This design comes from an exercise in tuning for small area, a short achievable clock period and few clock cycles on the open sky130 flow, not from production work.
Function was checked by simulation only, so behaviour that the tests miss may differ from the original.
Power and IR drop assume default switching activity.

===== config.mk =====
export PLATFORM = sky130hd
export DESIGN_NAME = lhb_tx
export DESIGN_NICKNAME = lhb_tx
export VERILOG_FILES = /design/flow/design.v
export SDC_FILE = /design/flow/constraint.sdc
export NUM_CORES = 4
export LEC_CHECK = 0
export ABC_CLOCK_PERIOD_IN_PS = 3000
export CAP_MARGIN = 20
export CORE_MARGIN = 2
export CORE_UTILIZATION = 55
export PLACE_DENSITY = 0.7
export SLEW_MARGIN = 20

===== design.v =====
module lhb_tx #(
    parameter TX_MSG_CAP = 128           
) (
    input  wire        clk,
    input  wire        rst,              
    input  wire        t_valid,
    input  wire [7:0]  t_data,
    input  wire        t_last,
    input  wire        t_empty,          
    output wire        t_ready,
    output wire        tx_valid,
    output wire [7:0]  tx_data,
    input  wire        tx_ready,
    output wire        e_valid,
    output wire [7:0]  e_arg,            
    output wire [15:0] e_len,            
    input  wire        e_ready
);
    localparam N  = TX_MSG_CAP + 3;      
    localparam EW = 8;                   
    localparam Q  = 105;                 
    localparam R  = Q + 1;               
    localparam ER = 8;                   
    localparam LA = TX_MSG_CAP + 1;      
    localparam AW = 8;
    localparam SW = 9;                   
    function [AW:0] nx;
        input [AW:0] a;
        nx = (a[AW-1:0] == N - 1) ? {~a[AW], {AW{1'b0}}} : {a[AW], a[AW-1:0] + 1'b1};
    endfunction
    function [AW-1:0] nxi;
        input [AW-1:0] a;
        nxi = (a == N - 1) ? {AW{1'b0}} : a + 1'b1;
    endfunction
    function [AW-1:0] dif;
        input [AW-1:0] a;
        input [AW-1:0] b;
        reg   [AW:0]   d;
        begin
            d   = {1'b0, a} - {1'b0, b};
            dif = d[AW] ? d[AW-1:0] + N : d[AW-1:0];
        end
    endfunction
    reg  [SW*N-1:0] drum;                
    localparam [1:0] W_DATA = 2'd0, W_EOF = 2'd1, W_SOF = 2'd2, W_C0 = 2'd3;
    reg  [1:0]    w_st;
    reg  [AW:0]   wr;                    
    reg  [AW-1:0] ow;                    
    reg  [AW:0]   sof;                   
    reg  [AW-1:0] lw;                    
    reg  [15:0]   mcnt;                  
    reg           lt_cap;                
    reg  [7:0]    first;                 
    reg           err_v;
    reg           t_rdy;
    reg           q_ok;                  
    reg  [7:0]    q_code;                
    reg           q_fill;                
    localparam R_SOF = 1'b0, R_BODY = 1'b1;
    reg           r_st;
    reg  [AW:0]   rd;                    
    reg  [AW-1:0] orr;                   
    reg           o_v;
    reg  [7:0]    o_d;                   
    reg  [7:0]    o_h;                   
    assign t_ready  = t_rdy;
    assign e_valid  = err_v;
    assign e_arg    = first;
    assign e_len    = mcnt;
    assign tx_valid = o_v;
    assign tx_data  = o_d;
    wire        t_take  = t_valid && t_rdy;
    wire [AW:0] wr1     = nx(wr);
    wire        full    = (wr[AW-1:0] == rd[AW-1:0]) && (wr[AW] != rd[AW]);
    wire        full1   = (wr1[AW-1:0] == rd[AW-1:0]) && (wr1[AW] != rd[AW]);
    wire        at_w    = (ow < EW);
    wire [AW-1:0] ow1   = nxi(ow);
    wire        at_w1   = (ow1 < EW);
    wire        can     = at_w && !full;
    wire        w_eof   = (w_st == W_EOF) && can;
    wire        w_sof   = (w_st == W_SOF) && !full;
    wire        w_c0    = (w_st == W_C0) && can;
    wire        m_adv   = w_eof || w_sof || w_c0;
    wire        e_take  = err_v && e_ready;
    wire [AW-1:0] ow_i  = m_adv ? ow : ow1;
    wire [AW:0]   wr_i  = m_adv ? wr1 : wr;
    wire [AW-1:0] lw_i  = w_eof ? 8'd0 : m_adv ? lw + 1'b1 : lw;
    reg  [1:0]    w_st_i;
    always @(*) begin
        w_st_i = w_st;
        case (w_st)
        W_EOF:   if (w_eof) w_st_i = W_SOF;
        W_SOF:   if (w_sof) w_st_i = W_C0;
        W_C0:    if (w_c0)  w_st_i = W_DATA;
        default: ;
        endcase
    end
    wire        cap_i   = (w_eof || e_take) ? 1'b1 : lt_cap;
    wire        err_i   = err_v && !e_ready;
    wire        at_w_i  = m_adv ? at_w : at_w1;
    wire        full_i  = m_adv ? full1 : full;
    wire        rdy_i   = (w_st_i == W_DATA) && !err_i && (!cap_i || (at_w_i && !full_i));
    wire          ret     = !lt_cap && (mcnt == TX_MSG_CAP);
    wire [AW-1:0] ow_ret  = (ow >= N - 1 - TX_MSG_CAP) ? ow - (N - 1 - TX_MSG_CAP) : ow + TX_MSG_CAP + 1;
    wire [AW-1:0] ow_d    = lt_cap ? ow : ret ? ow_ret : ow1;
    wire [AW:0]   wr_d    = lt_cap ? wr1 : ret ? nx(nx(sof)) : wr;
    wire [AW-1:0] lw_d    = lt_cap ? lw + 1'b1 : ret ? 8'd2 : lw;
    wire [15:0]   mcnt_d  = (mcnt == 16'hFFFF) ? mcnt : mcnt + 16'd1;
    wire          cap_d   = lt_cap && (mcnt != TX_MSG_CAP - 1);
    wire          rdy_d   = !cap_d || (at_w && !full1);    
    wire          b_wok  = t_rdy && (lt_cap || t_empty);    
    wire [SW-1:0] b_wd   = t_empty ? {1'b1, 8'hFF} : {t_data == 8'h00, t_data};
    wire          m_we   = w_eof || w_c0;
    wire [SW-1:0] m_wd   = {1'b1, {8{!w_c0}}};
    always @(posedge clk) begin
        if (rst) begin
            w_st   <= W_DATA;
            wr     <= 2;
            ow     <= 0;
            sof    <= 0;
            lw     <= 2;
            mcnt   <= 16'd0;
            lt_cap <= 1'b1;
            err_v  <= 1'b0;
            t_rdy  <= 1'b1;
        end else if (!t_take) begin
            w_st   <= w_st_i;
            wr     <= wr_i;
            ow     <= ow_i;
            lw     <= lw_i;
            if (w_eof)
                sof <= wr1;
            if (w_eof || e_take)
                mcnt <= 16'd0;
            lt_cap <= cap_i;
            err_v  <= err_i;
            t_rdy  <= rdy_i;
        end else if (t_empty) begin
            w_st   <= W_SOF;
            wr     <= wr1;
            lw     <= 8'd0;
            sof    <= wr1;
            t_rdy  <= 1'b0;
        end else begin
            w_st   <= (lt_cap && t_last) ? W_EOF : W_DATA;
            wr     <= wr_d;
            ow     <= ow_d;
            lw     <= lw_d;
            mcnt   <= mcnt_d;
            lt_cap <= cap_d;
            err_v  <= !lt_cap && t_last;
            t_rdy  <= !t_last && rdy_d;
        end
    end
    reg  [7:0] first_h;
    wire       f_ld = t_take && !t_empty && (mcnt == 16'd0);
    always @(posedge clk) begin
        first   <= f_ld ? t_data : first_h;
        first_h <= f_ld ? t_data : first;
    end
    integer j;
    reg [SW*N-1:0] drum_nx;
    always @(*) begin
        drum_nx = {drum[SW*(N-1)-1:0], drum[SW*(N-1) +: SW]};
        if (rst)
            drum_nx[0 +: SW] = {1'b1, 8'h00};
        else
            for (j = 0; j < EW; j = j + 1)
                if (ow == j) begin
                    if (m_we)
                        drum_nx[SW*j +: SW] = m_wd;
                    else if (b_wok && t_valid)
                        drum_nx[SW*j +: SW] = b_wd;
                end
        if (q_fill)
            drum_nx[SW*Q +: SW] = {1'b1, q_code};
    end
    always @(posedge clk)
        drum <= drum_nx;
    function [7:0] lookahead;
        input [SW*N-1:0] d;
        integer k;
        begin
            lookahead = 8'd0;
            for (k = LA; k >= 1; k = k - 1)
                if (d[SW*((Q - 2 - k + N) % N) + 8])
                    lookahead = k;
        end
    endfunction
    wire [SW-1:0] q_slot = drum[SW*(Q-2) +: SW];
    wire [AW-1:0] q_off  = (ow <= Q - 3) ? Q - 3 - ow : Q - 3 + N - ow;
    always @(posedge clk) begin
        if (rst) begin
            q_ok   <= 1'b0;
            q_fill <= 1'b0;
        end else begin
            q_ok   <= (q_off >= lw);
            q_fill <= q_slot[8] && (q_slot[7:0] == 8'h00) && q_ok;
        end
        q_code <= lookahead(drum);
    end
    reg [SW-1:0] r_slot;
    integer      i;
    always @(*) begin
        r_slot = drum[SW*R +: SW];
        for (i = 1; i < ER; i = i + 1)
            if (orr == i)
                r_slot = drum[SW*(R+i) +: SW];
    end
    wire r_eof = r_slot[8] && (&r_slot[7:0]);
    wire r_c0  = |drum[SW*Q +: 8];       
    wire r_at  = (orr < ER);
    wire r_ok  = (r_st == R_BODY) || ((orr == 0) && (rd != sof) && r_c0);
    wire r_go  = r_at && r_ok && (!o_v || tx_ready);
    wire       o_ld  = !o_v || tx_ready;
    wire [7:0] o_new = (r_st == R_SOF || r_eof) ? 8'h00 : r_slot[7:0];
    always @(posedge clk) begin
        o_d <= o_ld ? o_new : o_h;
        o_h <= o_ld ? o_new : o_d;
    end
    always @(posedge clk) begin
        if (rst) begin
            r_st <= R_SOF;
            rd   <= 0;
            orr  <= N + 1 - R;
            o_v  <= 1'b0;
        end else begin
            if (r_go) begin
                rd  <= nx(rd);
                o_v <= 1'b1;
                if (r_st == R_SOF)
                    r_st <= R_BODY;
                else if (r_eof)
                    r_st <= R_SOF;
            end else begin
                orr <= nxi(orr);
                if (tx_ready)
                    o_v <= 1'b0;
            end
        end
    end
endmodule

===== flow/run.sh =====
#!/bin/bash
# Standard layout, with port buffers of a fixed drive, a clock tree of
# larger sink clusters without dummy loads, and timing repair aiming for a
# setup slack margin of 6.6 ns at the design's clock period.
set -euo pipefail
bash standard.sh SETUP_SLACK_MARGIN=6.6 \
  'BUFFER_PORTS_ARGS=-buffer_cell sky130_fd_sc_hd__buf_4' \
  'CTS_ARGS=-sink_clustering_enable -repair_clock_nets -dont_use_dummy_load -sink_clustering_size 24 -sink_clustering_max_diameter 100' \
  finish > standard.log 2>&1

===== standard.sh =====
#!/bin/bash
# synth_recipe.tcl (not shown) runs the flow's synth.tcl, then flattens the netlist and writes it again
# the make line also repeats each setting of config.mk as NAME=value (left out here)
make -C /OpenROAD-flow-scripts/flow DESIGN_CONFIG=/design/flow/config.mk WORK_HOME=/design/flow/orfs CLKGATE_MAP_FILE= SYNTH_SCRIPT=/design/flow/synth_recipe.tcl "${@:-finish}"

===== constraint.sdc =====
create_clock -name core_clock -period 10.0 [get_ports {clk}]
set_input_delay 2.0000 -clock core_clock [delete_from_list [all_inputs] [get_ports {clk}]]
set_output_delay 2.0000 -clock core_clock [all_outputs]
set_load 0.01 [all_outputs]

==> results of run 1 <==
cell type report:
class,instances,area share
Inverter,62,0.00647
Antenna cell,1,0.0000685
Multi-Input combinational cell,1155,0.203
Sequential cell,1295,0.709
Timing Repair Buffer,63,0.0136
Tap cell,782,0.0268
Clock buffer,60,0.0411
worst max-delay path by stage:
stage	to	start	depth (start not counted)
2_1_floorplan	mcnt[13]	t_valid	7
3_3_place_gp	lw[7]	t_valid	10
3_5_place_dp	lw[7]	t_valid	10
4_1_cts	o_h[5]	orr[0]	12
5_1_grt	q_ok	ow[3]	13
6_report	e_len[7]	mcnt[7]	1
cell usage after synthesis (46+ instances only):
cell and number:
nor3_1 50, inv_1 62, nor2_1 184, xnor2_1 46
nor4_1 51, a21oi_1 106, o21ai_0 96, dfxtp_1 1295
a22o_1 53, nand3_1 49, nand2_1 105, clkbuf_1 64
per-stage QoR:
| step | total power [mW] | setup slack (ns) | instance area, um^2 | hold slack, ns |
|---|---|---|---|---|
| 2_1_floorplan | 6.27 | 6.56 | 33800 | 0.310 |
| 3_3_place_gp | 6.44 | 5.33 | 34900 | 0.310 |
| 3_5_place_dp | 6.46 | 5.32 | 34900 | 0.312 |
| 4_1_cts | 8.93 | 6.61 | 36500 | 0.271 |
| 5_1_grt | 9.23 | 6.47 | 36600 | 0.275 |
| 6_report | 8.85 | 6.71 | 36600 | 0.269 |
state kept, by name, summed over array words and instances (netlist names), 9 cells and up:
name,flops
drum,1179
wr,9
mcnt,16
rd,9
sof,9
logic make-up (layout without fill, tap and decap cells):
| logic type | count (synthesis) | after routing | share of synthesized area |
|---|---|---|---|
| buffers and inverters | 133 | 185 | 0.0156 |
| AND/OR/NAND/NOR | 573 | 573 | 0.0846 |
| flip-flops | 1295 | 1295 | 0.769 |
| XOR/XNOR | 86 | 86 | 0.0223 |
| multiplexers | 30 | 30 | 0.0102 |
| other | 0 | 1 | 0 |
| adder cells (fa/ha/maj) | 31 | 31 | 0.0115 |
| AO/OA/AOI/OAI | 434 | 435 | 0.0868 |
layer usage:
layer,wire length (um),vias up,GRT usage
met1,27500,8557,0.256
met3,2320,73,0.0268
li1,-,8914,-
met5,0,-,0
met2,24300,319,0.273
met4,1060,0,0.0452
report_power, final:
| group | total, mW | internal [mW] | leakage [nW] | switching (mW) |
|---|---|---|---|---|
| Sequential | 5.88 | 5.68 | 10.6 | 0.207 |
| Combinational | 0.482 | 0.214 | 2.99 | 0.268 |
| Clock | 2.48 | 1.07 | 0.739 | 1.42 |
| Total | 8.85 | 6.96 | 14.3 | 1.89 |
timing repair:
action | CTS | global route
setup buffers | 4 | 3
gates cloned | 1 | 0
resized for setup | 8 | 16
setup endpoints to repair | 36 | 101
pin swaps | 2 | 1
==> flow_metrics.tcl, run 1 <==
set metrics [dict create \
    clockBufferDepth 3 \
    tightest_slew_ns 0.844 \
    grt_max_degree 41 \
    avgSynthCellArea_um2 13.1 \
    min_to "drum[244]" \
    synth_area_um2 33700 \
    ys.flop_type "dfxtp_1" \
    outcome "no timing/DRC/antenna violations" \
    ios 50 \
    synth_edf_count 0 \
    wl_per_cell_um 16.1 \
    clk_pin_slew_ns 0.09 \
    synth_cells 2582 \
    vias 17900 \
    n_fill_cell 4635 \
    fin_util 0.605 \
    clock_sinks 1295 \
    drt_iter0_markers 1317 \
    cts_root_buffer "clkbuf_16" \
    drive_above_1_share 0.0774 \
    coreArea_um2 60500 \
    timing.final.crit_share 0.329 \
    critical_path.top_delay_family "flip-flops" \
    initial_core_util 0.558 \
    whs_path_depth 0 \
    rsz0062_at_grt "yes" \
    synth_top_area_share 0.769 \
    instances_no_fill 3418 \
    layout_common_cells "dfxtp_1, nor2_1, a21oi_1" \
    antenna_found_initial 1 \
    r2r_cells 13 \
    maxSlewViolCount 0 \
    cp.required_ns 8.00 \
    gr-total-overflow 0 \
    relSlewSlack 0.434 \
    place_inst 3349 \
    multi_input_comb_area_um2 7410 \
    nets 2683 \
    cts_tree "built" \
    synth_top_cell_by_area "dfxtp_1" \
    hpwl_um 35300 \
    firstDrtPassIters 6 \
    row_count 90 \
    ir_drop_mv 0.160 \
    cp-end-kind "primary output" \
    finalSetupViolCount 0 \
    reg2reg_to "q_ok" \
    drv_cap 0 \
    crit_buf_inv 1 \
    dieArea_um2 63300 \
    fin_crit_ns 3.29 \
    grt_pass1_vias 17400 \
    synthDistinctLibCells 80 \
    worstSetupPathType "reg -> out" \
    synth-seq-area-share 0.769 \
    final-seq-area_um2 25900 \
    clk-insertion-delay-late_ns 0.65 \
    crit_fanout 8 \
    finalSetupTns_ns 0 \
    syn_nets 2628 \
    drc 0 \
    htreeDepth 2 \
    wirelength_um 55200 \
    hold_path_class "reg -> reg" \
    async_reset_ff_frac 0 \
    min_from "drum[235]" \
    hold_viol 0 \
    grt_pass1_wl_um 90800 \
    areaGrowthSynthToFinish_pct 8.43 \
    cts_hold_buf 0 \
    critical_path_arrival_ns 1.29 \
    cp-start-kind "register" \
    r2r-start "ow[3]" \
    p_leak_nw 14.3 \
    port_buffers 49 \
    ys_top_cells_by_area "dfxtp_1, nor2_1, a21oi_1" \
    grtUsageTotal 0.175 \
    synth.yosys.warnings 1 \
    fmax_ghz 0.304 \
    vias_per_cell 5.23 \
    fp.dieW_um 252 \
    crit_chain "buf_4" \
    die_h_um 252 \
    final_common_cell "dfxtp_1" \
    antenna_left 0 \
    finClkSkew_ns 0.104 \
    cpMaxStageDelayCell "dfxtp_1" \
    cts_buffers 60 \
    ys_ff_latch 1295 \
    power.density_nw_per_um2 242 \
    r2r_slack_ns 6.72 \
    gp_congestion 0.855 \
    slowest_delay_ns 0.51 \
]
Testbench counts, summed over its fixed seeds: cycles 17,954.
==> run 2: changes to the inputs <==
==> flow/run.sh (replaced) <==
#!/bin/bash
# Standard layout, with port buffers of a fixed drive, a clock tree of
# larger sink clusters without dummy loads, and timing repair aiming for a
# setup slack margin of 6.9 ns at the design's clock period.
set -euo pipefail
bash standard.sh SETUP_SLACK_MARGIN=6.9 \
  'BUFFER_PORTS_ARGS=-buffer_cell sky130_fd_sc_hd__buf_4' \
  'CTS_ARGS=-sink_clustering_enable -repair_clock_nets -dont_use_dummy_load -sink_clustering_size 24 -sink_clustering_max_diameter 140' \
  finish > standard.log 2>&1
--- a/config.mk
+++ b/config.mk
@@ -8,6 +8,6 @@
 export ABC_CLOCK_PERIOD_IN_PS = 3000
 export CAP_MARGIN = 20
 export CORE_MARGIN = 2
-export CORE_UTILIZATION = 55
-export PLACE_DENSITY = 0.7
+export CORE_UTILIZATION = 65
+export PLACE_DENSITY = 0.75
 export SLEW_MARGIN = 20
==> run 2 against run 1 <==
Compared with the run above: still clean on timing, DRC and antenna; critical path depth unchanged; sequential power up 0.9%; register-to-register slack better by 0.26 ns; cell area up 1.2%; utilization up 12 points; via count up 4.5%; routed wire length up 20%; critical endpoint is now tx_data[2].
==> flow_metrics.tcl, run 2 <==
set metrics [dict create \
    fin_crit_ns 3.12 \
    drive_above_1_share 0.111 \
    hold_viol 0 \
    hpwl_um 39000 \
    hold_path_class "reg -> reg" \
    clockBufferDepth 3 \
    synth_edf_count 0 \
    grtUsageTotal 0.250 \
    synth_area_um2 33700 \
    antenna_left 0 \
    reg2reg_to "drum[30]" \
    cts_hold_buf 0 \
    antenna_found_initial 2 \
    ys_top_cells_by_area "dfxtp_1, nor2_1, a21oi_1" \
    synthDistinctLibCells 80 \
    finClkSkew_ns 0.0524 \
    cp.required_ns 8.00 \
    areaGrowthSynthToFinish_pct 9.75 \
    grt_pass1_vias 18800 \
    p_total_mw 8.97 \
    crit_buf_inv 1 \
    wirelength_um 66400 \
    cp-start-kind "register" \
    clk-insertion-delay-late_ns 0.64 \
    firstDrtPassIters 5 \
    power.density_nw_per_um2 243 \
    outcome "no timing/DRC/antenna violations" \
    yosysMostFrequentCell "dfxtp_1" \
    p_leak_nw 14.5 \
    syn_nets 2628 \
    gp_congestion 0.921 \
    cts_root_buffer "clkbuf_16" \
    tightest_slew_ns 0.867 \
    drv_cap 0 \
    whs_path_depth 0 \
    placed_cell_area_um2 34800 \
    cpMaxStageDelayCell "dfxtp_4" \
    slowest_delay_ns 0.40 \
    cts_tree "built" \
    finalSetupViolCount 0 \
    final_common_cell "dfxtp_1" \
    nets 2708 \
    cts_buffers 59 \
    critical_path_arrival_ns 1.12 \
    worst_hold_slack_ns 0.299 \
    diodes 0 \
    synthTopCellsByCount "dfxtp_1, nor2_1, a21oi_1" \
    grt_pass1_wl_um 105000 \
    min_to "drum[122]" \
    crit_chain "buf_6" \
    synth.yosys.warnings 1 \
    gr-total-overflow 0 \
    critical_path.top_delay_family "flip-flops" \
    dieArea_um2 53700 \
    layout_common_cells "dfxtp_1, nor2_1, a21oi_1" \
    coreArea_um2 51300 \
    wl_per_cell_um 19.9 \
    worstSetupPathType "reg -> out" \
    reg_top3 "drum: 1179 flops, mcnt: 16 flops" \
    r2r-start "rd[2]" \
    clock_sinks 1295 \
    synth-seq-area-share 0.769 \
    regMostFlops "drum" \
    largest_reg_flops 1179 \
    fp.dieW_um 232 \
    synth_top_cell_by_area "dfxtp_1" \
    min_from "drum[113]" \
    fmax_ghz 0.320 \
    relSlewSlack 0.417 \
    grt_max_degree 41 \
    initial_core_util 0.657 \
    r2r_cells 7 \
    row_count 83 \
    htreeDepth 2 \
    synth_cells 2582 \
    die_h_um 232 \
    vias 18700 \
    ys.flop_type "dfxtp_1" \
    ir_drop_mv 0.169 \
    stdcell_area_um2 37000 \
    port_buffers 49 \
    maxSlewViolCount 0 \
    crit_fanout 2 \
    ys_ff_latch 1295 \
    vias_per_cell 5.59 \
    synth_top_area_share 0.769 \
    timing.final.crit_share 0.312 \
    cp-end-kind "primary output" \
    drc 0 \
    async_reset_ff_frac 0 \
    ios 50 \
    rsz0062_at_grt "yes" \
    r2r_slack_ns 6.98 \
    avgSynthCellArea_um2 13.1 \
    clk_pin_slew_ns 0.09 \
    finalSetupTns_ns 0 \
    n_fill_cell 3315 \
    drt_iter0_markers 1384 \
]
[run 2: changes by cell type in the layout (fill, tap and decap cells not counted), moves of 4 or more]
cell     previous run  this run
nor2_1            181       177
nor3_1             49        45
nor3_2              0         4
dfxtp_1          1292      1253
buf_6               0        35
o21ai_0            96        90
dfxtp_2             3        22
buf_4              61        53
dfxtp_4             0        20
[run 2: worst max path at each step]
stage	from	to	slack, ns	cells past startpoint
finish	o_d[2]	tx_data[2]	6.88	1
global placement	orr[0]	o_d[4]	5.95	9
detailed placement	orr[0]	o_d[3]	5.83	9
floorplan	t_valid	lw[7]	6.74	8
CTS	tx_ready	rd[1]	6.85	6
global route	rd[2]	drum[30]	6.75	7
[run 2: per-stage QoR]
step	setup WS (ns)	cells	utilization
after floorplan	6.74	2582	-
after global placement	5.95	3242	0.678
after detailed placement	5.83	3242	0.678
after CTS	6.85	3333	0.719
after global routing	6.75	3340	0.721
final	6.88	3340	0.721
[run 2: area by class of cell]
type,count,area [um^2],area share
Sequential cell,1295,26000,0.703
Inverter,62,239,0.00646
Clock buffer,59,1480,0.0399
Tap cell,680,851,0.0230
Timing Repair Buffer,89,812,0.0219
Multi-Input combinational cell,1155,7590,0.205
[run 2: repair_timing]
item | CTS | global route
gates cloned | 1 | 0
hold endpoints to repair | 0 | 0
endpoints found under the setup margin | 120 | 159
pin swaps | 4 | 5
buffers inserted | 31 | 7
resized for setup | 116 | 21
[run 2: kinds of logic after synthesis]
logic type,count (synthesis),synth area share
simple gates,573,0.0846
xor+xnor,86,0.0223
fa+ha+maj,31,0.0115
buf+inv,133,0.0156
flops,1295,0.769
mux,30,0.0102
compound gates,434,0.0868
[run 2: power by group]
group | total [mW] | internal (mW) | switching (mW)
Clock | 2.53 | 1.05 | 1.47
Sequential | 5.93 | 5.68 | 0.253
Combinational | 0.516 | 0.228 | 0.287
[run 2: per-layer routing]
metal | up-vias | global-route usage | wire (um)
met5 | - | 0 | 13
met4 | 2 | 0.0827 | 2180
met3 | 148 | 0.0357 | 2970
met2 | 519 | 0.418 | 32000
met1 | 9037 | 0.336 | 29200
li1 | 8967 | - | -
==> run 3: changes to the inputs <==
--- a/config.mk
+++ b/config.mk
@@ -8,6 +8,6 @@
 export ABC_CLOCK_PERIOD_IN_PS = 3000
 export CAP_MARGIN = 20
 export CORE_MARGIN = 2
-export CORE_UTILIZATION = 65
-export PLACE_DENSITY = 0.75
+export CORE_UTILIZATION = 60
+export PLACE_DENSITY = 0.72
 export SLEW_MARGIN = 20
==> run 3 against run 2 <==
Compared with the run above: sequential cell count is the same; final cell count grew 2.5%; highest routed layer is now met4; still clean on timing, DRC and antenna; combinational power is essentially flat.
==> flow_metrics.tcl, run 3 <==
set metrics [dict create \
    outcome "no timing/DRC/antenna violations" \
    finalSetupTns_ns 0 \
    synth_edf_count 0 \
    regMostFlops "drum" \
    drt_iter0_markers 944 \
    clock_sinks 1295 \
    port_buffers 49 \
    worst_hold_slack_ns 0.292 \
    critical_path_arrival_ns 1.10 \
    ys_ff_latch 1295 \
    p_leak_nw 14.6 \
    fin_crit_ns 3.10 \
    gr-total-overflow 0 \
    fmax_ghz 0.322 \
    cp-start-kind "register" \
    layout_common_cells "dfxtp_1, nor2_1, a21oi_1" \
    finalSetupViolCount 0 \
    cp-end-kind "primary output" \
    initial_core_util 0.610 \
    crit_chain "buf_6" \
    crit_buf_inv 1 \
    critical_path.top_delay_family "flip-flops" \
    diodes 0 \
    tightest_slew_ns 0.838 \
    hold_path_class "reg -> reg" \
    cts_buffers 59 \
    clk-insertion-delay-late_ns 0.66 \
    worstSetupPathType "reg -> out" \
    slowest_delay_ns 0.38 \
    reg_top3 "drum: 1179 flops, mcnt: 16 flops" \
    ys_top_cells_by_area "dfxtp_1, nor2_1, a21oi_1" \
    synth_area_um2 33700 \
    final_common_cell "dfxtp_1" \
    avgSynthCellArea_um2 13.1 \
    ios 50 \
    areaGrowthSynthToFinish_pct 10.6 \
    syn_nets 2628 \
    finClkSkew_ns 0.0729 \
    stdcell_area_um2 37300 \
    synth_top_cell_by_area "dfxtp_1" \
    power.density_nw_per_um2 238 \
    grtUsageTotal 0.198 \
    instances_no_fill 3424 \
    hold_viol 0 \
    drv_cap 0 \
    relSlewSlack 0.441 \
    maxSlewViolCount 0 \
    wl_per_cell_um 16.6 \
    synthDistinctLibCells 80 \
    antenna_found_initial 0 \
    synthTopCellsByCount "dfxtp_1, nor2_1, a21oi_1" \
    synth_cells 2582 \
    clockBufferDepth 3 \
    dieArea_um2 58100 \
    row_count 86 \
    vias_per_cell 5.27 \
    place_inst 3310 \
    drive_above_1_share 0.119 \
    synth.yosys.warnings 1 \
    drc 0 \
    nets 2724 \
    gp_congestion 0.891 \
    largest_reg_flops 1179 \
    htreeDepth 2 \
    hpwl_um 35400 \
    firstDrtPassIters 5 \
    wirelength_um 56900 \
    fin_util 0.674 \
    die_h_um 241 \
    fin_ws_ns 6.90 \
    cpMaxStageDelayCell "dfxtp_4" \
    antenna_left 0 \
    timing.final.crit_share 0.310 \
    async_reset_ff_frac 0 \
    grt_pass1_vias 17700 \
    synth-seq-area-share 0.769 \
    dp_slack_ns 5.91 \
    vias 18000 \
    grt_pass1_wl_um 92400 \
    cts_tree "built" \
    clk_pin_slew_ns 0.10 \
    p_total_mw 8.87 \
    coreArea_um2 55300 \
    cts_hold_buf 0 \
    crit_fanout 5 \
    synth_top_area_share 0.769 \
    ys.flop_type "dfxtp_1" \
    rsz0062_at_grt "yes" \
    cp.required_ns 8.00 \
    cts_root_buffer "clkbuf_16" \
    fp.dieW_um 241 \
    placed_cell_area_um2 34900 \
    yosysMostFrequentCell "dfxtp_1" \
    ir_drop_mv 0.175 \
    grt_max_degree 41 \
]
## run 3: cell counts after synthesis
Identical to the previous run, type by type.
## run 3: logic make-up after synthesis
| kind of cell | after synthesis | synth area share |
|---|---|---|
| flops | 1295 | 0.769 |
| simple gates | 573 | 0.0846 |
| compound gates | 434 | 0.0868 |
| buf+inv | 133 | 0.0156 |
| xor+xnor | 86 | 0.0223 |
| fa+ha+maj | 31 | 0.0115 |
| mux | 30 | 0.0102 |
## run 3: layout make-up
type	count	area, um^2
Multi-Input combinational cell	1155	7680
Clock buffer	59	1480
Tap cell	748	936
Timing Repair Buffer	105	951
Fill cell	3999	18000
Inverter	62	239
Sequential cell	1295	26000
## run 3: worst reg2reg max path: stages (launching register included)
cell and delay [ns]:
dfxtp_1 0.40, or4_4 0.71, nor2_8 0.24, a32oi_2 0.15, o32ai_2 0.23, nor2_2 0.05
or4_4 0.50, nor4b_4 0.28, buf_12 0.19, buf_4 0.12, o21ai_2 0.04
## run 3: path summary, 6_finish.rpt
check	from	to	slack (ns)	depth (start not counted)
max	mcnt[0]	e_len[0]	6.90	1
min	drum[81]	drum[90]	0.29	0
max reg2reg	orr[3]	o_h[2]	6.98	10
min reg2reg	drum[81]	drum[90]	0.29	0
## run 3: metal layers
layer / share of wire / GRT usage / up-vias
met4: 0.030 / 0.0673 / 0
met2: 0.43 / 0.306 / 378
met1: 0.49 / 0.283 / 8568
li1: - / - / 8978
met5: 0 / 0 / -
met3: 0.045 / 0.0321 / 111
## run 3: repair_timing
item | CTS | global route
gates cloned | 1 | 0
buffers inserted | 35 | 19
gates resized for setup | 111 | 35
setup endpoints to repair | 138 | 146
endpoints found under the hold margin | 0 | 0
pin swaps | 5 | 3
## run 3: power breakdown
group | internal, mW | switching (mW) | leakage (nW)
clock | 1.05 | 1.42 | 0.727
sequential | 5.68 | 0.214 | 10.6
combinational | 0.233 | 0.283 | 3.30
total | 6.96 | 1.92 | 14.6
==> run 4: changes to the inputs <==
--- a/flow/run.sh
+++ b/flow/run.sh
@@ -5,5 +5,5 @@
 set -euo pipefail
 bash standard.sh SETUP_SLACK_MARGIN=6.9 \
   'BUFFER_PORTS_ARGS=-buffer_cell sky130_fd_sc_hd__buf_4' \
-  'CTS_ARGS=-sink_clustering_enable -repair_clock_nets -dont_use_dummy_load -sink_clustering_size 24 -sink_clustering_max_diameter 140' \
+  'CTS_ARGS=-sink_clustering_enable -repair_clock_nets -dont_use_dummy_load -sink_clustering_size 28 -sink_clustering_max_diameter 140' \
   finish > standard.log 2>&1
==> run 4 against run 3 <==
Compared with the run above: still clean on timing, DRC and antenna; sequential power hardly changed; register-to-register slack worse by 0.05 ns; count of clock-buffer cells in the layout is 7 lower; critical path depth stayed put; cell area is 0.65% lower; largest cell class unchanged; non-clock buffer count is 5 lower.
==> flow_metrics.tcl, run 4 <==
set metrics [dict create \
    outcome "no timing/DRC/antenna violations" \
    cp-end-kind "primary output" \
    diodes 0 \
    synth_cells 2582 \
    largest_reg_flops 1179 \
    clockBufferDepth 3 \
    min_to "drum[105]" \
    crit_chain "buf_6" \
    r2r_cells 13 \
    slowest_delay_ns 0.39 \
    reg2reg_to "q_ok" \
    htreeDepth 2 \
    cts_root_buffer "clkbuf_16" \
    finalSetupViolCount 0 \
    vias 18000 \
    synth.yosys.warnings 1 \
    power.density_nw_per_um2 236 \
    port_buffers 49 \
    min_from "drum[96]" \
    coreArea_um2 55300 \
    whs_path_depth 0 \
    vias_per_cell 5.27 \
    synth_edf_count 0 \
    ys_top_cells_by_area "dfxtp_1, nor2_1, a21oi_1" \
    antenna_found_initial 0 \
    worst_hold_slack_ns 0.288 \
    cp.required_ns 8.00 \
    ys_ff_latch 1295 \
    hold_viol 0 \
    nets 2712 \
    rsz0062_at_grt "yes" \
    relSlewSlack 0.427 \
    layout_common_cells "dfxtp_1, nor2_1, a21oi_1" \
    clock_sinks 1295 \
    synthTopCellsByCount "dfxtp_1, nor2_1, a21oi_1" \
    synthDistinctLibCells 80 \
    finClkSkew_ns 0.0956 \
    wl_per_cell_um 16.6 \
    critical_path_arrival_ns 1.11 \
    row_count 86 \
    grt_pass1_vias 17600 \
    wirelength_um 56500 \
    synth_top_cell_by_area "dfxtp_1" \
    critical_path.top_delay_family "flip-flops" \
    initial_core_util 0.610 \
    antenna_left 0 \
    tightest_slew_ns 0.858 \
    r2r_slack_ns 6.93 \
    fin_util 0.670 \
    r2r-start "ow[3]" \
    finalSetupTns_ns 0 \
    timing.final.crit_share 0.311 \
    final_common_cell "dfxtp_1" \
    drc 0 \
    clk_pin_slew_ns 0.12 \
    synth_top_area_share 0.769 \
    cpMaxStageDelayCell "dfxtp_4" \
    ios 50 \
    fp.dieW_um 241 \
    grt_pass1_wl_um 91500 \
    reg_top3 "drum: 1179 flops, mcnt: 16 flops" \
    drt_iter0_markers 966 \
    gp_congestion 0.891 \
    worstSetupPathType "reg -> out" \
    hpwl_um 35400 \
    drive_above_1_share 0.114 \
    n_fill_cell 4020 \
    maxSlewViolCount 0 \
    firstDrtPassIters 5 \
    synth-seq-area-share 0.769 \
    cp-start-kind "register" \
    clk-insertion-delay-late_ns 0.64 \
    ir_drop_mv 0.190 \
    grt_max_degree 41 \
    dieArea_um2 58100 \
    p_leak_nw 14.5 \
    fmax_ghz 0.321 \
    synth_area_um2 33700 \
    crit_buf_inv 1 \
    async_reset_ff_frac 0 \
    drv_cap 0 \
    grtUsageTotal 0.196 \
    cts_tree "built" \
    fin_crit_ns 3.11 \
    gr-total-overflow 0 \
    avgSynthCellArea_um2 13.1 \
    syn_nets 2628 \
    crit_fanout 5 \
    areaGrowthSynthToFinish_pct 9.91 \
    yosysMostFrequentCell "dfxtp_1" \
    hold_path_class "reg -> reg" \
    ys.flop_type "dfxtp_1" \
    cts_hold_buf 0 \
    cts_buffers 52 \
    die_h_um 241 \
    regMostFlops "drum" \
    p_total_mw 8.73 \
]
run 4: cell types whose count changed in the layout (fill, tap and decap cells not counted), sizes merged:
cell	before	now
buf	105	100
clkbuf	59	52
run 4: kinds of logic (layout without fill, tap and decap cells):
| group | count (synthesis) | in the layout | synth area share |
|---|---|---|---|
| AOI/OAI and AO/OA | 434 | 435 | 0.0868 |
| xor gates and xnor gates | 86 | 86 | 0.0223 |
| adders and majority gates | 31 | 31 | 0.0115 |
| buffers and inverters | 133 | 214 | 0.0156 |
| DFF | 1295 | 1295 | 0.769 |
| muxes | 30 | 30 | 0.0102 |
| and+or+nand+nor | 573 | 573 | 0.0846 |
run 4: metrics by stage:
stage               instances  cell area [um^2]  worst slack [ns]
global route             3412             37100              6.78
CTS                      3396             36800              6.85
detailed placement       3310             34900              5.91
finish                   3412             37100              6.89
floorplan                2582             33900              6.74
global placement         3310             34900              5.93
run 4: metal layers:
layer | GRT usage | wire [um] | part of all wire
met1 | 0.281 | 28400 | 0.50
met2 | 0.303 | 24300 | 0.43
met3 | 0.0301 | 2150 | 0.038
met4 | 0.0703 | 1700 | 0.030
met5 | 0 | 0 | 0
run 4: cell type report:
cell class	instances	area (um^2)	area share
inverter	62	239	0.00645
timing repair buffer	100	902	0.0243
tap	748	936	0.0253
multi-input combinational	1155	7660	0.207
sequential	1295	26000	0.702
clock buffer	52	1300	0.0351
run 4: where the power goes:
group / leakage [nW] / internal [mW] / switching (mW) / total [mW]
clock network: 0.641 / 0.934 / 1.40 / 2.33
logic: 3.25 / 0.227 / 0.283 / 0.510
registers: 10.6 / 5.68 / 0.212 / 5.89
total: 14.5 / 6.84 / 1.89 / 8.73
run 4: repair_timing:
action	CTS	global route
gates cloned	1	0
endpoints found under the setup margin	130	155
setup buffers	33	16
pin swaps	5	4
resized for setup	99	39
run 4: worst max-delay path by stage:
stage               startpoint  endpoint  slack, ns  cells after the start
floorplan              t_valid     lw[7]       6.74                      8
global placement       t_valid     lw[7]       5.93                      9
detailed placement      orr[0]    o_h[7]       5.91                      9
CTS                    mcnt[0]  e_len[0]       6.85                      1
global route             ow[3]      q_ok       6.78                     13
finish                 mcnt[0]  e_len[0]       6.89                      1
==> run 5: changes to the inputs <==
--- a/flow/run.sh
+++ b/flow/run.sh
@@ -5,5 +5,5 @@
 set -euo pipefail
 bash standard.sh SETUP_SLACK_MARGIN=6.9 \
   'BUFFER_PORTS_ARGS=-buffer_cell sky130_fd_sc_hd__buf_4' \
-  'CTS_ARGS=-sink_clustering_enable -repair_clock_nets -dont_use_dummy_load -sink_clustering_size 28 -sink_clustering_max_diameter 140' \
+  'CTS_ARGS=-sink_clustering_enable -repair_clock_nets -dont_use_dummy_load -sink_clustering_size 16 -sink_clustering_max_diameter 100 -buf_list sky130_fd_sc_hd__clkbuf_8' \
   finish > standard.log 2>&1
==> run 5 against run 4 <==
Compared with the run above: critical path depth is the same; worst hold slack is essentially flat; clock power shrank 5%; critical path type unchanged; largest cell class unchanged.
==> flow_metrics.tcl, run 5 <==
set metrics [dict create \
    synth-seq-area-share 0.769 \
    cts_buffers 90 \
    finalSetupTns_ns 0 \
    crit_buf_inv 1 \
    largest_reg_flops 1179 \
    worst_hold_slack_ns 0.288 \
    cts_tree "built" \
    reg2reg_to "o_h[2]" \
    clk-insertion-delay-late_ns 0.71 \
    nets 2751 \
    grt_max_degree 41 \
    synth_cells 2582 \
    vias_per_cell 5.26 \
    dieArea_um2 58100 \
    grt_pass1_vias 17800 \
    regMostFlops "drum" \
    areaGrowthSynthToFinish_pct 9.93 \
    critical_path_arrival_ns 1.18 \
    clock_sinks 1295 \
    layout_common_cells "dfxtp_1, nor2_1, a21oi_1" \
    dp_slack_ns 5.91 \
    ys_top_cells_by_area "dfxtp_1, nor2_1, a21oi_1" \
    ys.flop_type "dfxtp_1" \
    relSlewSlack 0.421 \
    avgSynthCellArea_um2 13.1 \
    hpwl_um 35400 \
    rsz0062_at_grt "yes" \
    drive_above_1_share 0.130 \
    gr-total-overflow 0 \
    synth.yosys.warnings 1 \
    ios 50 \
    fmax_ghz 0.315 \
    n_fill_cell 4036 \
    slowest_delay_ns 0.39 \
    ir_drop_mv 0.170 \
    cp-end-kind "primary output" \
    firstDrtPassIters 5 \
    outcome "no timing/DRC/antenna violations" \
    cp.required_ns 8.00 \
    fin_crit_ns 3.18 \
    timing.final.crit_share 0.318 \
    clockBufferDepth 3 \
    reg_top3 "drum: 1179 flops, mcnt: 16 flops" \
    async_reset_ff_frac 0 \
    synth_edf_count 0 \
    initial_core_util 0.610 \
    htreeDepth 3 \
    power.density_nw_per_um2 233 \
    vias 18200 \
    cpMaxStageDelayCell "dfxtp_4" \
    antenna_left 0 \
    synthTopCellsByCount "dfxtp_1, nor2_1, a21oi_1" \
    r2r_cells 10 \
    grt_pass1_wl_um 92000 \
    crit_chain "buf_6" \
    p_leak_nw 14.5 \
    die_h_um 241 \
    final_common_cell "dfxtp_1" \
    ys_ff_latch 1295 \
    synthDistinctLibCells 80 \
    r2r-start "orr[5]" \
    wirelength_um 56500 \
    synth_area_um2 33700 \
    gp_congestion 0.891 \
    multi_input_comb_area_um2 7690 \
    row_count 86 \
    drv_cap 0 \
    crit_fanout 5 \
    syn_nets 2628 \
    cp-start-kind "register" \
    critical_path.top_delay_family "flip-flops" \
    synth_top_cell_by_area "dfxtp_1" \
    hold_path_class "reg -> reg" \
    cts_root_buffer "clkbuf_8" \
    setup.worst_path.start "mcnt[0]" \
    tightest_slew_ns 0.868 \
    finClkSkew_ns 0.0679 \
    clk_pin_slew_ns 0.12 \
    finalSetupViolCount 0 \
    fp.dieW_um 241 \
    maxSlewViolCount 0 \
    grtUsageTotal 0.198 \
    final-seq-area_um2 26000 \
    crit_end "e_len[0]" \
    port_buffers 49 \
    synth_top_area_share 0.769 \
    coreArea_um2 55300 \
    cp_num_cells 1 \
    antenna_found_initial 2 \
    r2r_slack_ns 7.02 \
    fin_ws_ns 6.82 \
    placed_cell_area_um2 34900 \
    wl_per_cell_um 16.4 \
    p_total_mw 8.63 \
    stdcell_area_um2 37100 \
    hold_viol 0 \
    cts_hold_buf 0 \
    drt_iter0_markers 1081 \
    drc 0 \
    yosysMostFrequentCell "dfxtp_1" \
    worstSetupPathType "reg -> out" \
]
-- run 5: worst min path at each step --
| stage | start | end | slack, ns | cells past startpoint |
|---|---|---|---|---|
| final | drum[877] | drum[886] | 0.29 | 0 |
| after global routing | drum[877] | drum[886] | 0.28 | 0 |
| after CTS | drum[877] | drum[886] | 0.28 | 0 |
| after floorplan | drum[91] | drum[100] | 0.31 | 0 |
| after global placement | drum[129] | drum[138] | 0.31 | 0 |
| after detailed placement | drum[1085] | drum[1094] | 0.31 | 0 |
-- run 5: per-layer routing --
metal / GRT usage / routed length, um / vias up
li1: - / - / 9045
met1: 0.281 / 28100 / 8611
met2: 0.300 / 24200 / 394
met3: 0.0441 / 2690 / 108
met4: 0.0673 / 1480 / 0
met5: 0 / 0 / -
-- run 5: cell type report --
type / count / area share
Sequential cell: 1295 / 0.702
Multi-Input combinational cell: 1155 / 0.208
Clock buffer: 90 / 0.0334
Tap cell: 748 / 0.0253
Timing Repair Buffer: 101 / 0.0250
Inverter: 62 / 0.00655
Antenna cell: 2 / 0.000135
-- run 5: power by group --
group	switching [mW]	internal (mW)	leakage, nW
registers	0.214	5.68	10.6
clock network	1.41	0.808	0.647
logic	0.286	0.239	3.29
total	1.90	6.72	14.5
-- run 5: per-stage QoR --
step,utilization,cells
2_1_floorplan,-,2582
3_3_place_gp,0.631,3310
3_5_place_dp,0.631,3310
4_1_cts,0.664,3432
5_1_grt,0.670,3453
6_report,0.670,3453
-- run 5: what timing repair did --
item                                    in CTS  in global routing
pin swaps                                    4                  6
cloned                                       1                  0
gates resized for setup                    119                 38
buffers inserted                            31                 19
endpoints found under the setup margin     145                155
-- run 5: logic make-up (layout without fill, tap and decap cells) --
| family | count (synthesis) | count (layout) | synth area share |
|---|---|---|---|
| fa+ha+maj | 31 | 31 | 0.0115 |
| buf+inv | 133 | 253 | 0.0156 |
| simple gates | 573 | 573 | 0.0846 |
| mux | 30 | 30 | 0.0102 |
| flops | 1295 | 1295 | 0.769 |
| other cells | 0 | 2 | 0 |
| compound gates | 434 | 435 | 0.0868 |
| xor+xnor | 86 | 86 | 0.0223 |
==> run 6: changes to the inputs <==
--- a/design.v
+++ b/design.v
@@ -20,7 +20,7 @@
     localparam EW = 8;                   
     localparam Q  = 105;                 
     localparam R  = Q + 1;               
-    localparam ER = 8;                   
+    localparam ER = 4;                   
     localparam LA = TX_MSG_CAP + 1;      
     localparam AW = 8;
     localparam SW = 9;                   
@@ -31,15 +31,6 @@
     function [AW-1:0] nxi;
         input [AW-1:0] a;
         nxi = (a == N - 1) ? {AW{1'b0}} : a + 1'b1;
-    endfunction
-    function [AW-1:0] dif;
-        input [AW-1:0] a;
-        input [AW-1:0] b;
-        reg   [AW:0]   d;
-        begin
-            d   = {1'b0, a} - {1'b0, b};
-            dif = d[AW] ? d[AW-1:0] + N : d[AW-1:0];
-        end
     endfunction
     reg  [SW*N-1:0] drum;                
     localparam [1:0] W_DATA = 2'd0, W_EOF = 2'd1, W_SOF = 2'd2, W_C0 = 2'd3;
==> flow/run.sh (replaced) <==
#!/bin/bash
# Standard layout, with port buffers of a fixed drive, a clock tree of
# larger sink clusters without dummy loads, and timing repair aiming for a
# setup slack margin of 6.9 ns at the design's clock period.
set -euo pipefail
bash standard.sh SETUP_SLACK_MARGIN=6.9 \
  'BUFFER_PORTS_ARGS=-buffer_cell sky130_fd_sc_hd__buf_4' \
  'CTS_ARGS=-sink_clustering_enable -repair_clock_nets -dont_use_dummy_load -sink_clustering_size 24 -sink_clustering_max_diameter 140' \
  finish > standard.log 2>&1
==> run 6 against run 5 <==
Compared with the run above: still clean on timing, DRC and antenna; sequential power is 3% lower; sequential share of layout area is 0.69 points higher; sequential cell count stayed put; largest power group unchanged.
==> flow_metrics.tcl, run 6 <==
set metrics [dict create \
    synthTopCellsByCount "dfxtp_1, nor2_1, nand2_1" \
    firstDrtPassIters 7 \
    grt_pass1_vias 17100 \
    fp.dieW_um 239 \
    clk_pin_slew_ns 0.09 \
    die_h_um 239 \
    initial_core_util 0.604 \
    reg_top3 "drum: 1179 flops, mcnt: 16 flops" \
    cts_hold_buf 0 \
    finalSetupTns_ns 0 \
    hpwl_um 33200 \
    antenna_left 0 \
    vias 17500 \
    cp-start-kind "input port" \
    synth_edf_count 0 \
    critical_path_arrival_ns 3.61 \
    areaGrowthSynthToFinish_pct 10.7 \
    relSlewSlack 0.307 \
    instances_no_fill 3319 \
    ys.flop_type "dfxtp_1" \
    p_leak_nw 14.3 \
    placed_cell_area_um2 34400 \
    avgSynthCellArea_um2 13.2 \
    hold_viol 0 \
    tightest_slew_ns 1.04 \
    drt_iter0_markers 1216 \
    slowest_delay_ns 0.40 \
    stdcell_area_um2 36700 \
    cts_buffers 59 \
    ys_ff_latch 1295 \
    crit_fanout 3 \
    synth_top_area_share 0.782 \
    antenna_found_initial 2 \
    synth_cells 2517 \
    synth_area_um2 33100 \
    layout_common_cells "dfxtp_1, nor2_1, nand2_1, a21oi_1, o21ai_0" \
    syn_nets 2563 \
    port_buffers 49 \
    wirelength_um 54400 \
    place_inst 3207 \
    critical_path.top_delay_family "simple AND/OR/NAND/NOR gates" \
    async_reset_ff_frac 0 \
    timing.final.crit_share 0.312 \
    htreeDepth 2 \
    fin_ws_ns 6.88 \
    power.density_nw_per_um2 236 \
    dieArea_um2 57100 \
    cts_tree "built" \
    final-seq-area_um2 26000 \
    clock_sinks 1295 \
    outcome "no timing/DRC/antenna violations" \
    rsz0062_at_grt "yes" \
    drv_cap 0 \
    cp.required_ns 10.49 \
    ir_drop_mv 0.177 \
    regMostFlops "drum" \
    synth-seq-area-share 0.782 \
    grtUsageTotal 0.192 \
    coreArea_um2 54900 \
    ios 50 \
    drc 0 \
    maxSlewViolCount 0 \
    ys_top_cells_by_area "dfxtp_1, nor2_1, a22o_1" \
    final_common_cell "dfxtp_1" \
    cp-end-kind "register" \
    drive_above_1_share 0.114 \
    multi_input_comb_area_um2 7080 \
    grt_max_degree 58 \
    nets 2662 \
    worstSetupPathType "in -> reg" \
    synth.yosys.warnings 1 \
    largest_reg_flops 1179 \
    cts_root_buffer "clkbuf_16" \
    finalSetupViolCount 0 \
    synthDistinctLibCells 76 \
    hold_path_class "reg -> reg" \
    yosysMostFrequentCell "dfxtp_1" \
    fmax_ghz 0.320 \
    crit_chain "buf_8, and2_4, nand2b_4, nor2_4, a221oi_4, buf_6, nand4_1, or3_4, xnor2_2, nor2_1" \
    grt_pass1_wl_um 89000 \
    wl_per_cell_um 16.4 \
    finClkSkew_ns 0.0785 \
    clk-insertion-delay-late_ns 0.66 \
    dp_slack_ns 5.92 \
    worst_hold_slack_ns 0.277 \
    crit_buf_inv 2 \
    row_count 86 \
    gp_congestion 0.873 \
    cpMaxStageDelayCell "or3_4" \
    vias_per_cell 5.26 \
    n_fill_cell 3863 \
    fin_crit_ns 3.12 \
    clockBufferDepth 3 \
    synth_top_cell_by_area "dfxtp_1" \
    gr-total-overflow 0 \
]
## run 6: power by group
part	switching (mW)	internal, mW	total (mW)
clock	1.43	1.05	2.48
combinational	0.244	0.211	0.456
sequential	0.178	5.56	5.74
## run 6: logic make-up (layout without fill, tap and decap cells)
family | after synthesis | in the layout | synth area share
flip-flops | 1295 | 1295 | 0.782
AND/OR/NAND/NOR | 561 | 561 | 0.0826
AO/OA/AOI/OAI | 386 | 386 | 0.0772
buffers and inverters | 135 | 232 | 0.0157
XOR/XNOR | 82 | 82 | 0.0217
adder cells (fa/ha/maj) | 31 | 31 | 0.0117
multiplexers | 27 | 27 | 0.00910
other | 0 | 1 | 0
## run 6: routing by layer
layer  GRT usage  up-vias  routed length [um]  share of wire
met3      0.0381       92                3070          0.056
li1            -     8684                   -              -
met5           0        -                   0              0
met1       0.277     8264               26100           0.48
met2       0.299      411               24100           0.44
met4      0.0483        0                1070          0.020
## run 6: area by class of cell
type                    instances  share of cell area
flip-flops and latches       1295               0.709
inverters                      66             0.00675
diodes                          1           0.0000682
clock buffers                  59              0.0402
multi-input cells            1087               0.193
repair buffers                107              0.0272
well taps                     704              0.0240
## run 6: timing repair
item / in CTS / in global routing
cloned: 1 / 0
setup buffers: 28 / 23
endpoints found under the setup margin: 132 / 155
pin swaps: 4 / 9
resized for setup: 102 / 34
## run 6: path summary, 6_finish.rpt
path	cells past startpoint	start	end	slack, ns
setup / recovery	10	t_valid	lw[6]	6.88
hold / removal	0	drum[1162]	drum[1171]	0.28
setup reg to reg	7	ow[3]	mcnt[11]	6.95
hold reg to reg	0	drum[1162]	drum[1171]	0.28
## run 6: stage by stage
stage / util / total power, mW
after floorplan: - / 6.09
after global placement: 0.626 / 6.24
after detailed placement: 0.626 / 6.26
after CTS: 0.662 / 8.75
after global routing: 0.669 / 9.03
final: 0.669 / 8.67
Testbench counts of run 6, summed over its fixed seeds: cycles 17,954.
==> run 7: changes to the inputs <==
--- a/design.v
+++ b/design.v
@@ -20,7 +20,7 @@
     localparam EW = 8;                   
     localparam Q  = 105;                 
     localparam R  = Q + 1;               
-    localparam ER = 4;                   
+    localparam ER = 8;                   
     localparam LA = TX_MSG_CAP + 1;      
     localparam AW = 8;
     localparam SW = 9;                   
@@ -99,7 +99,7 @@
     wire [15:0]   mcnt_d  = (mcnt == 16'hFFFF) ? mcnt : mcnt + 16'd1;
     wire          cap_d   = lt_cap && (mcnt != TX_MSG_CAP - 1);
     wire          rdy_d   = !cap_d || (at_w && !full1);    
-    wire          b_wok  = t_rdy && (lt_cap || t_empty);    
+    wire          b_wok  = t_rdy && (lt_cap || t_empty);
     wire [SW-1:0] b_wd   = t_empty ? {1'b1, 8'hFF} : {t_data == 8'h00, t_data};
     wire          m_we   = w_eof || w_c0;
     wire [SW-1:0] m_wd   = {1'b1, {8{!w_c0}}};
@@ -160,7 +160,7 @@
                 if (ow == j) begin
                     if (m_we)
                         drum_nx[SW*j +: SW] = m_wd;
-                    else if (b_wok && t_valid)
+                    else if (b_wok)
                         drum_nx[SW*j +: SW] = b_wd;
                 end
         if (q_fill)
==> run 7 against run 6 <==
Compared with the run above: largest cell class unchanged; critical endpoint is now tx_data[0]; critical path depth down 9; final cell count up 3.6%; clock skew down 0.036 ns; sequential share of layout area down 0.86 points; count of clock-buffer cells in the layout unchanged.
==> flow_metrics.tcl, run 7 <==
set metrics [dict create \
    grt_pass1_vias 17500 \
    drc 0 \
    outcome "no timing/DRC/antenna violations" \
    gp_congestion 0.847 \
    cts_buffers 59 \
    nets 2737 \
    port_buffers 49 \
    synth_cells 2607 \
    crit_buf_inv 1 \
    timing.final.crit_share 0.313 \
    clockBufferDepth 3 \
    ys.flop_type "dfxtp_1" \
    synth_top_cell_by_area "dfxtp_1" \
    fin_crit_ns 3.13 \
    antenna_found_initial 0 \
    async_reset_ff_frac 0 \
    fmax_ghz 0.319 \
    worst_hold_slack_ns 0.290 \
    cts_hold_buf 0 \
    crit_fanout 2 \
    firstDrtPassIters 5 \
    min_from "drum[281]" \
    grtUsageTotal 0.197 \
    synth_area_um2 33500 \
    grt_max_degree 51 \
    fin_ws_ns 6.87 \
    yosysMostFrequentCell "dfxtp_1" \
    p_leak_nw 14.3 \
    synthDistinctLibCells 76 \
    finalSetupViolCount 0 \
    clock_sinks 1295 \
    slowest_delay_ns 0.38 \
    reg2reg_to "o_d[6]" \
    cpMaxStageDelayCell "dfxtp_4" \
    clk_pin_slew_ns 0.09 \
    clk-insertion-delay-late_ns 0.64 \
    vias 18000 \
    r2r-start "orr[7]" \
    vias_per_cell 5.22 \
    tightest_slew_ns 0.882 \
    min_to "drum[290]" \
    ys_top_cells_by_area "dfxtp_1, nor2_1, a21oi_1" \
    cts_tree "built" \
    drt_iter0_markers 1267 \
    areaGrowthSynthToFinish_pct 10.9 \
    final_common_cell "dfxtp_1" \
    stdcell_area_um2 37200 \
    cp_num_cells 1 \
    finClkSkew_ns 0.0428 \
    ir_drop_mv 0.174 \
    hold_viol 0 \
    reg_top3 "drum: 1179 flops, mcnt: 16 flops" \
    critical_path.top_delay_family "flip-flops" \
    rsz0062_at_grt "yes" \
    initial_core_util 0.608 \
    ios 50 \
    fin_util 0.674 \
    drv_cap 0 \
    wl_per_cell_um 16.7 \
    hpwl_um 35500 \
    ys_ff_latch 1295 \
    synthTopCellsByCount "dfxtp_1, nor2_1, a21oi_1" \
    cp-end-kind "primary output" \
    finalSetupTns_ns 0 \
    coreArea_um2 55100 \
    hold_path_class "reg -> reg" \
    cts_root_buffer "clkbuf_16" \
    synth_edf_count 0 \
    fp.dieW_um 240 \
    critical_path_arrival_ns 1.13 \
    crit_chain "buf_6" \
    maxSlewViolCount 0 \
    synth-seq-area-share 0.774 \
    r2r_slack_ns 6.97 \
    cp-start-kind "register" \
    syn_nets 2653 \
    placed_cell_area_um2 34900 \
    antenna_left 0 \
    drive_above_1_share 0.113 \
    htreeDepth 2 \
    r2r_cells 11 \
    wirelength_um 57300 \
    worstSetupPathType "reg -> out" \
    relSlewSlack 0.410 \
    largest_reg_flops 1179 \
    dp_slack_ns 5.86 \
    synth_top_area_share 0.774 \
    layout_common_cells "dfxtp_1, nor2_1, a21oi_1" \
    regMostFlops "drum" \
    power.density_nw_per_um2 262 \
    die_h_um 240 \
    gr-total-overflow 0 \
    grt_pass1_wl_um 91700 \
    row_count 86 \
    cp.required_ns 8.00 \
    avgSynthCellArea_um2 12.8 \
    synth.yosys.warnings 1 \
    dieArea_um2 57700 \
    whs_path_depth 0 \
]
==> run 7: cell count changes after synthesis, moves of 9 or more <==
cell	delta
nor4_1	-10
o21ai_0	-16
a21oi_1	+33
nor2b_1	+14
and3_1	-13
nand2_1	+11
or3_1	+9
inv_1	-10
nor2_1	+66
a211oi_1	+18
a22o_1	-54
==> run 7: cell families (layout without fill, tap and decap cells) <==
kind of cell,Yosys count,in the layout,synth area share
muxes,30,30,0.00986
xor gates and xnor gates,83,83,0.0217
and+or+nand+nor,651,652,0.0940
adders and majority gates,31,31,0.0116
buffers and inverters,125,206,0.0145
other,0,1,0
AOI/OAI and AO/OA,392,392,0.0743
DFF,1295,1295,0.774
==> run 7: area by class of cell <==
class	count	area (um^2)
flip-flops and latches	1295	26000
fillers	4000	17900
multi-input cells	1188	7660
clock buffers	59	1480
well taps	748	936
repair buffers	89	825
inverters	58	236
diodes	1	2.50
==> run 7: repair_timing <==
item,CTS,global route
resized for setup,115,35
cloned,0,1
endpoints found under the hold margin,0,0
pin swaps,2,7
setup endpoints to repair,157,145
setup buffers,31,8
==> run 7: where the power goes <==
part | total (mW) | switching (mW) | leakage, nW | internal [mW]
clock network | 2.49 | 1.44 | 0.727 | 1.05
logic | 0.795 | 0.454 | 2.98 | 0.341
registers | 6.43 | 0.359 | 10.6 | 6.07
total | 9.72 | 2.25 | 14.3 | 7.46
==> run 7: stage by stage <==
stage               total power [mW]  instances
floorplan                       6.99       2607
global placement                7.24       3338
detailed placement              7.29       3338
CTS                             9.78       3428
global route                    10.2       3437
finish                          9.72       3438
==> run 7: how the worst max path moves through the flow <==
stage	startpoint	to	slack (ns)
after floorplan	t_empty	wr[1]	6.80
after global placement	t_empty	drum[0]	5.95
after detailed placement	t_empty	drum[0]	5.86
after CTS	o_d[0]	tx_data[0]	6.83
after global routing	o_d[0]	tx_data[0]	6.82
final	o_d[0]	tx_data[0]	6.87
==> run 7: routing by layer <==
layer | track usage | up-vias | routed length, um
met1 | 0.279 | 8542 | 27400
li1 | - | 8913 | -
met4 | 0.0599 | 0 | 1270
met5 | 0 | - | 0
met3 | 0.0265 | 93 | 2490
met2 | 0.319 | 403 | 26200
Testbench counts of run 7, summed over its fixed seeds: cycles 17,954.

re-timing with driven ports:
In the flow no input, the clock included, has a driving cell. The finished layouts below were timed again as built, in two steps. Step 1, drivers: a clkbuf_16 drives clk and a buf_2 each remaining input, both assumed. Step 2 moves the port delays by t, midway between the first and last clock arrival at a register: inputs arrive t later, outputs are due t later. That takes back most of the time a late clock gives input paths. Three values: ideal, step 1, step 2; two values: the first two.
run	t (ns)	setup WS [ns]	hold WS [ns]	worst register clock-pin slew, ns
run 1	0.662	6.710 / 6.650 / 6.133	0.269 / 0.269 / 0.269	0.09 / 0.09
run 2	0.682	6.880 / 6.816 / 6.324	0.299 / 0.299 / 0.299	0.10 / 0.10
run 3	0.680	6.898 / 6.840 / 6.320	0.292 / 0.292 / 0.292	0.10 / 0.10
run 4	0.649	6.887 / 6.829 / 6.299	0.288 / 0.288 / 0.288	0.12 / 0.12
run 5	0.735	6.824 / 6.768 / 6.234	0.288 / 0.288 / 0.288	0.12 / 0.12
run 6	0.678	6.879 / 6.832 / 6.219	0.277 / 0.277 / 0.277	0.10 / 0.10
run 7	0.671	6.865 / 6.809 / 6.325	0.290 / 0.290 / 0.290	0.11 / 0.11
After both steps setup and hold are still met in every run listed. For run 6, which loses most, drivers alone change the setup slack by -0.047 ns; drivers and shift together by -0.660 ns.
